What follows belongs to an exercise in optimizing a design on an open flow for small area; a production flow would make more cautious choices.
Function was checked by simulation only, so behaviour that the tests miss may differ from the original.
Power is estimated from default activity; no workload was simulated.

$ cat design.v
module cs_decoder (
    input  wire       clk,
    input  wire       rst,
    input  wire       step,
    input  wire       a,
    output wire       deliver,
    output wire [7:0] frame,
    output wire       timeout
);
    localparam [1:0] IDLE = 2'b00, LEAD = 2'b01, LOWC = 2'b10, HIGHC = 2'b11;
    reg [1:0] d_state;
    reg [6:0] d_tif;
    reg [5:0] d_cnt;
    reg [7:0] d_sr;
    wire idle    = (d_state == IDLE);
    wire over    = !idle && d_tif[6] && d_tif[5] && d_tif[3] && d_tif[2] && d_tif[1];
    wire bit_val = ~&d_cnt;
    wire bit_end = (d_state == HIGHC) && !over && !a;
    wire [5:0] cnt_inc = (&d_cnt) ? d_cnt : d_cnt + 1'b1;
    assign timeout = step && over;
    assign deliver = step && bit_end && d_sr[7];
    assign frame   = {d_sr[6:0], bit_val};
    always @(posedge clk) begin
        if (rst) begin
            d_state <= IDLE;
        end else if (step) begin
            case (d_state)
                IDLE:  if (a) d_state <= LEAD;
                LEAD:  if (over) d_state <= IDLE; else if (!a) d_state <= LOWC;
                LOWC:  if (over) d_state <= IDLE; else if (a) d_state <= HIGHC;
                default:
                       if (over) d_state <= IDLE;
                       else if (!a) d_state <= d_sr[7] ? IDLE : LOWC;
            endcase
        end
    end
    always @(posedge clk) begin
        if (idle)      d_tif <= 7'd1;
        else if (step) d_tif <= d_tif + 1'b1;
    end
    always @(posedge clk) begin
        if (!d_state[1]) d_cnt <= 6'd0;
        else if (step) begin
            if (d_state == LOWC) d_cnt <= a ? ~d_cnt : cnt_inc;
            else                 d_cnt <= a ? cnt_inc : 6'd0;
        end
    end
    always @(posedge clk) begin
        if (idle)         d_sr <= 8'd1;
        else if (step && bit_end) d_sr <= {d_sr[6:0], bit_val};
    end
endmodule
module cs_filter (
    input  wire       clk,
    input  wire       rst,
    input  wire       apply,
    input  wire [7:0] in_frame,
    output wire [7:0] out_frame
);
    reg       f_seen;
    reg       f_last_pump;
    reg [1:0] f_last_fan;
    reg [6:0] f_hold_pump;
    reg [6:0] f_hold_fan;
    wire       pump = in_frame[1];
    wire [1:0] fan  = {in_frame[3], in_frame[2] & ~in_frame[3]};
    wire pump_hold = f_seen && (f_hold_pump != 7'd0);
    wire fan_hold  = f_seen && (f_hold_fan  != 7'd0);
    wire       pump_out = pump_hold ? f_last_pump : pump;
    wire [1:0] fan_out  = fan_hold  ? f_last_fan  : fan;
    assign out_frame = {in_frame[7:4], fan_out, pump_out, in_frame[0]};
    always @(posedge clk) begin
        if (rst)        f_seen <= 1'b0;
        else if (apply) f_seen <= 1'b1;
    end
    always @(posedge clk) begin
        if (apply) begin
            f_last_pump <= pump_out;
            f_last_fan  <= fan_out;
            f_hold_pump <= pump_hold ? f_hold_pump - 1'b1 :
                           (f_seen && pump != f_last_pump) ? 7'd80 : 7'd0;
            f_hold_fan  <= fan_hold ? f_hold_fan - 1'b1 :
                           (f_seen && fan != f_last_fan) ? 7'd80 : 7'd0;
        end
    end
endmodule
module cs_encoder (
    input  wire       clk,
    input  wire       rst,
    input  wire       step,
    input  wire       s_valid,
    input  wire [7:0] s_frame,
    output wire       pickup,
    output wire       level
);
    reg       e_idle;
    reg       e_act;
    reg [4:0] e_ptr;
    reg [8:0] e_tx;
    wire last = (e_ptr[4:1] == 4'd0);
    wire done = (e_tx[7:0] == 8'd0);
    assign pickup = step && e_idle && s_valid;
    assign level  = e_act;
    always @(posedge clk) begin
        if (rst) begin
            e_idle <= 1'b1;
            e_act  <= 1'b0;
        end else if (step) begin
            if (e_idle) begin
                if (s_valid) begin
                    e_idle <= 1'b0;
                    e_act  <= 1'b1;
                end
            end else if (last) begin
                if (e_act) begin
                    e_act <= 1'b0;
                    if (done) e_idle <= 1'b1;
                end else begin
                    e_act <= 1'b1;
                end
            end
        end
    end
    always @(posedge clk) begin
        if (step) begin
            if (e_idle) begin
                e_ptr <= 5'd21;
                e_tx  <= {s_frame, 1'b1};
            end else if (!last) begin
                e_ptr <= e_ptr - 1'b1;
            end else if (e_act) begin
                e_ptr <= e_tx[8] ? 5'd7 : 5'd3;
            end else begin
                e_ptr <= e_tx[8] ? 5'd3 : 5'd7;
                e_tx  <= {e_tx[7:0], 1'b0};
            end
        end
    end
endmodule
module coolstat_bridge (
    input  wire       clk,
    input  wire       rst,
    input  wire       tick,
    input  wire       in_pin,
    output wire       out_pin,
    output wire       diag_frame_valid,
    output wire [7:0] diag_frame_raw,
    output wire [7:0] diag_frame_out,
    output wire       diag_timeout
);
    wire step = tick & ~rst;
    wire       deliver;
    wire [7:0] raw;
    wire       timeout;
    wire [7:0] filtered;
    wire       pickup;
    cs_decoder u_dec (
        .clk(clk), .rst(rst), .step(step), .a(in_pin),
        .deliver(deliver), .frame(raw), .timeout(timeout)
    );
    cs_filter u_flt (
        .clk(clk), .rst(rst), .apply(deliver),
        .in_frame(raw), .out_frame(filtered)
    );
    reg       s_valid;
    reg [7:0] s_frame;
    always @(posedge clk) begin
        if (rst)          s_valid <= 1'b0;
        else if (deliver) s_valid <= 1'b1;
        else if (pickup)  s_valid <= 1'b0;
        if (deliver) s_frame <= filtered;
    end
    cs_encoder u_enc (
        .clk(clk), .rst(rst), .step(step),
        .s_valid(s_valid), .s_frame(s_frame),
        .pickup(pickup), .level(out_pin)
    );
    assign diag_frame_valid = deliver;
    assign diag_frame_raw   = deliver ? raw      : 8'd0;
    assign diag_frame_out   = deliver ? filtered : 8'd0;
    assign diag_timeout     = timeout;
endmodule
$ cat constraint.sdc
create_clock -name core_clock -period 10.0 [get_ports {clk}]
set_input_delay 2.0000 -clock core_clock [delete_from_list [all_inputs] [get_ports {clk}]]
set_output_delay 2.0000 -clock core_clock [all_outputs]
set_load 0.01 [all_outputs]
$ cat run.sh
#!/bin/bash
# synth_recipe.tcl (not shown) runs the flow's synth.tcl, then flattens the netlist and writes it again
# the make line also repeats each setting of config.mk as NAME=value (left out here)
make -C /OpenROAD-flow-scripts/flow DESIGN_CONFIG=/design/flow/config.mk WORK_HOME=/design/flow/orfs CLKGATE_MAP_FILE= SYNTH_SCRIPT=/design/flow/synth_recipe.tcl finish
$ cat config.mk
export PLATFORM = sky130hd
export DESIGN_NAME = coolstat_bridge
export DESIGN_NICKNAME = coolstat_bridge
export VERILOG_FILES = /design/flow/design.v
export SDC_FILE = /design/flow/constraint.sdc
export NUM_CORES = 4
export LEC_CHECK = 0
export CAP_MARGIN = 20
export CORE_MARGIN = 2
export CORE_UTILIZATION = 40
export PLACE_DENSITY = 0.6
export SLEW_MARGIN = 20
==> reports/qor.txt <==
worst-skew pair later-pin latency = 0.34 ns
internal power = 0.390 mW
actual slew at the worst max-slew pin = 0.857 ns
YS warnings = 4
status = timing/DRC/antenna clean
Wirelength per Cell = 13.9 um
Via-to-Cell Ratio = 5.17
synth unique cells = 47
Clock Path Buffers = 2
Clock Skew = 0.00940 ns
RePlAce Congestion = 0.810
final setup vio count = 0
# nets final = 336
TritonCTS clock tree = yes
clk root buf = clkbuf_8
Lkg Pwr = 1.26 nW
largest net degree at the start of global routing = 33
top_reg_cell synth = edfxtp_1
required time worst endpoint = 8.00 ns
Die Area = 0.00854 mm^2
vias in the first global route = 2,098
Via Count = 2,232
Post-Syn Area = 0.00313 mm^2
row count = 32
Final period util = 65.0%
RSZ-0062 raised after global routing = no
FFs w/ async S/R, synth = 0%
Slew HR = 42.8%
Flop pwr share = 55.0%
Clock power frac = 42.5%
Switch Pwr = 0.109 mW
Post-CTS Resized = 0
critical path arrival = 4.50 ns
clock sink count = 63
register area = 0.00162 mm^2
Starting Density = 40.9%
H-tree depth = 3
global-route wire length before repair = 10,300 um
CP Class = in2out
Synth Register Bits = 63
syn avg cell area = 10.2 um^2
number of max-slew violations in the final report = 0
synthesized instance count = 306
worst IR drop on VDD = 0.0683 mV
antenna violations before repair = 0
final WL = 6020 um
die width = 92.4 um
Post-synth EDFFs = 36
Net Count, Synth = 317
antenna fix cells = 0
fill cell count = 729
GRT Resource Usage Total = 15.4%
switch share = 21.9%
Seq/Total Area, Yosys = 51.9%
DRT antenna net count = 0
Critical Path Start Type = input pin
GRT Residual Overflow = 0
Num CTS Buffers = 9
DPL Wire Length = 4150 um
crit path time final = 6.50 ns
Max Clock Freq = 154 MHz
CP Capture Type = primary output
hold buffers post-CTS = 0
first-pass iteration count of the detailed router = 4
clock-pin slew on the worst setup and hold paths = 0.07 ns
share of cells above drive strength 1 = 10.6%
max_cap viols = 0
synthesis-to-layout area growth = 14.8%
Setup Buffers After CTS = 0
core area = 0.00765 mm^2
DRT iter0 DRCs = 109
Port Buffers = 22
area occupied by multi-input gates = 0.00138 mm^2
Comb power frac = 2.4%
die outline height = 92.4 um
HP Class = reg2reg
worst-path fanout max = 32
DR DRC count = 0
post-route setup TNS = 0 ns
pwr/cell area = 139 mW/mm^2
IO Pins = 23
Power Total = 0.499 mW
Final Hold Viols = 0
-- layout by cell type, fill, tap and decap left out, types with 3 or more instances in the layout --
| cell type | synthesis | layout |
|---|---|---|
| a211oi_1 | 3 | 3 |
| clkbuf_8 | 0 | 9 |
| nand2_1 | 31 | 31 |
| edfxtp_1 | 36 | 36 |
| dfxtp_1 | 27 | 27 |
| clkdlybuf4s50_1 | 0 | 22 |
| nand4_1 | 4 | 4 |
| a21oi_1 | 17 | 17 |
| nor3_1 | 9 | 9 |
| mux2_2 | 9 | 9 |
| o21ai_0 | 16 | 16 |
| nor2b_1 | 4 | 4 |
| nand2b_1 | 8 | 8 |
| and2_1 | 10 | 10 |
| inv_1 | 10 | 10 |
| nand3_1 | 8 | 8 |
| nor4_1 | 4 | 4 |
| nand3b_1 | 4 | 4 |
| a21o_1 | 3 | 3 |
| xnor2_1 | 8 | 8 |
| ha_1 | 7 | 7 |
| clkinv_2 | 0 | 3 |
| nor2_1 | 30 | 30 |
| xor2_1 | 10 | 10 |
-- Yosys cell counts, types with 3 or more instances --
master / instances / area [um^2]
nor2b_1: 4 / 25.0
a21o_1: 3 / 22.5
and2_1: 10 / 62.6
clkbuf_1: 7 / 26.3
edfxtp_1: 36 / 1080
nor2_1: 30 / 113
nand4_1: 4 / 25.0
nor4_1: 4 / 25.0
o21ai_0: 16 / 80.1
nand3_1: 8 / 40.0
nand3b_1: 4 / 30.0
mux2_2: 9 / 101
ha_1: 7 / 87.6
inv_1: 10 / 37.5
xnor2_1: 8 / 70.1
a211oi_1: 3 / 22.5
nand2b_1: 8 / 50.1
buf_4: 6 / 45.0
nor3_1: 9 / 45.0
dfxtp_1: 27 / 541
a21oi_1: 17 / 85.1
xor2_1: 10 / 87.6
nand2_1: 31 / 116
-- worst max-delay path, stage by stage --
cell and delay [ns]:
clkdlybuf4s50_1 0.58, nand3b_1 0.33, a211o_1 0.32, inv_1 0.09, buf_4 0.34, and2_1 0.26, clkdlybuf4s50_1 0.57
-- path summary, 6_finish.rpt --
kind / start / end / slack, ns / depth (start not counted)
setup / recovery: rst / diag_frame_out[6] / 3.50 / 7
hold / removal: u_dec.d_sr[7]$_SDFFE_PP0N_ / u_dec.d_sr[7]$_SDFFE_PP0N_ / 0.47 / 2
setup reg to reg: u_enc.e_ptr[1]$_SDFFCE_PP0P_ / u_enc.e_tx[0]$_SDFFCE_PP1P_ / 7.81 / 4
hold reg to reg: u_dec.d_sr[7]$_SDFFE_PP0N_ / u_dec.d_sr[7]$_SDFFE_PP0N_ / 0.47 / 2
-- power by group through the flow --
stage | Combinational, mW | Sequential [mW] | Clock (mW)
2_1_floorplan | 0.00911 | 0.280 | 0
3_3_place_gp | 0.0122 | 0.280 | 0
3_5_place_dp | 0.0122 | 0.280 | 0
4_1_cts | 0.0123 | 0.275 | 0.218
5_1_grt | 0.0140 | 0.275 | 0.231
6_report | 0.0122 | 0.275 | 0.212
-- area by class of cell --
class / instances / area share [%]
well taps: 102 / 3.56
inverters: 11 / 1.15
clock buffers: 9 / 3.45
flip-flops and latches: 63 / 45.2
repair buffers: 23 / 6.35
clock inverters: 7 / 1.78
multi-input cells: 217 / 38.5
-- flip-flops by register name, summed over array words and instances (netlist names), 2 cells and up --
name and cells:
u_flt.f_hold_pump 7, s_frame 8, u_dec.d_sr 8, u_dec.d_tif 7, u_enc.e_ptr 5, u_dec.d_cnt 6, u_enc.e_tx 9, u_dec.d_state 2
u_flt.f_hold_fan 7
-- through the flow --
stage / utilization [%] / cell area [um^2] / hold slack [ns] / worst slack, ns / std cells
after floorplan: - / 3130 / 0.429 / 4.62 / 306
after global placement: 44.5 / 3400 / 0.460 / 3.51 / 416
after detailed placement: 44.5 / 3400 / 0.466 / 3.49 / 416
after CTS: 46.9 / 3590 / 0.477 / 3.47 / 432
after global routing: 46.9 / 3590 / 0.517 / 3.33 / 432
final: 46.9 / 3590 / 0.472 / 3.50 / 432
-- metal layers --
layer | share of wire [%] | GRT usage (%)
met4 | 1.5 | 6.72
met2 | 45 | 22.9
met5 | 0 | 0
met3 | 2.7 | 2.85
met1 | 51 | 22.0
-- kinds of logic after synthesis --
kind of cell             after synthesis  synth area share [%]
AO/OA/AOI/OAI                         53                  10.9
XOR/XNOR                              18                  5.04
adder cells (fa/ha/maj)                7                  2.80
buffers and inverters                 26                  3.92
flip-flops                            63                  51.9
multiplexers                          13                  4.84
AND/OR/NAND/NOR                      126                  20.6

## what the ideal ports hide
In the flow no input, the clock included, has a driving cell. The finished layout below was timed again as built, in two steps.
Step 1, drivers: a clkbuf_16 drives clk and a buf_2 each remaining input, both assumed.
Step 2, shift: input delay + t, output delay - t, t = (earliest + latest rising clock arrival at the registers) / 2. This alone moves slack from input paths to output paths.
Slacks: no drivers / after step 1 / after step 2; pairs: no drivers / after step 1.
shift t [ns]: 0.362
setup slack, ns: 3.499 / 3.475 / 3.475
hold WS [ns]: 0.472 / 0.472 / 0.472
After both steps this run still meets setup and hold. The setup slack of this run moves by -0.024 ns with the drivers and by -0.024 ns with both steps.
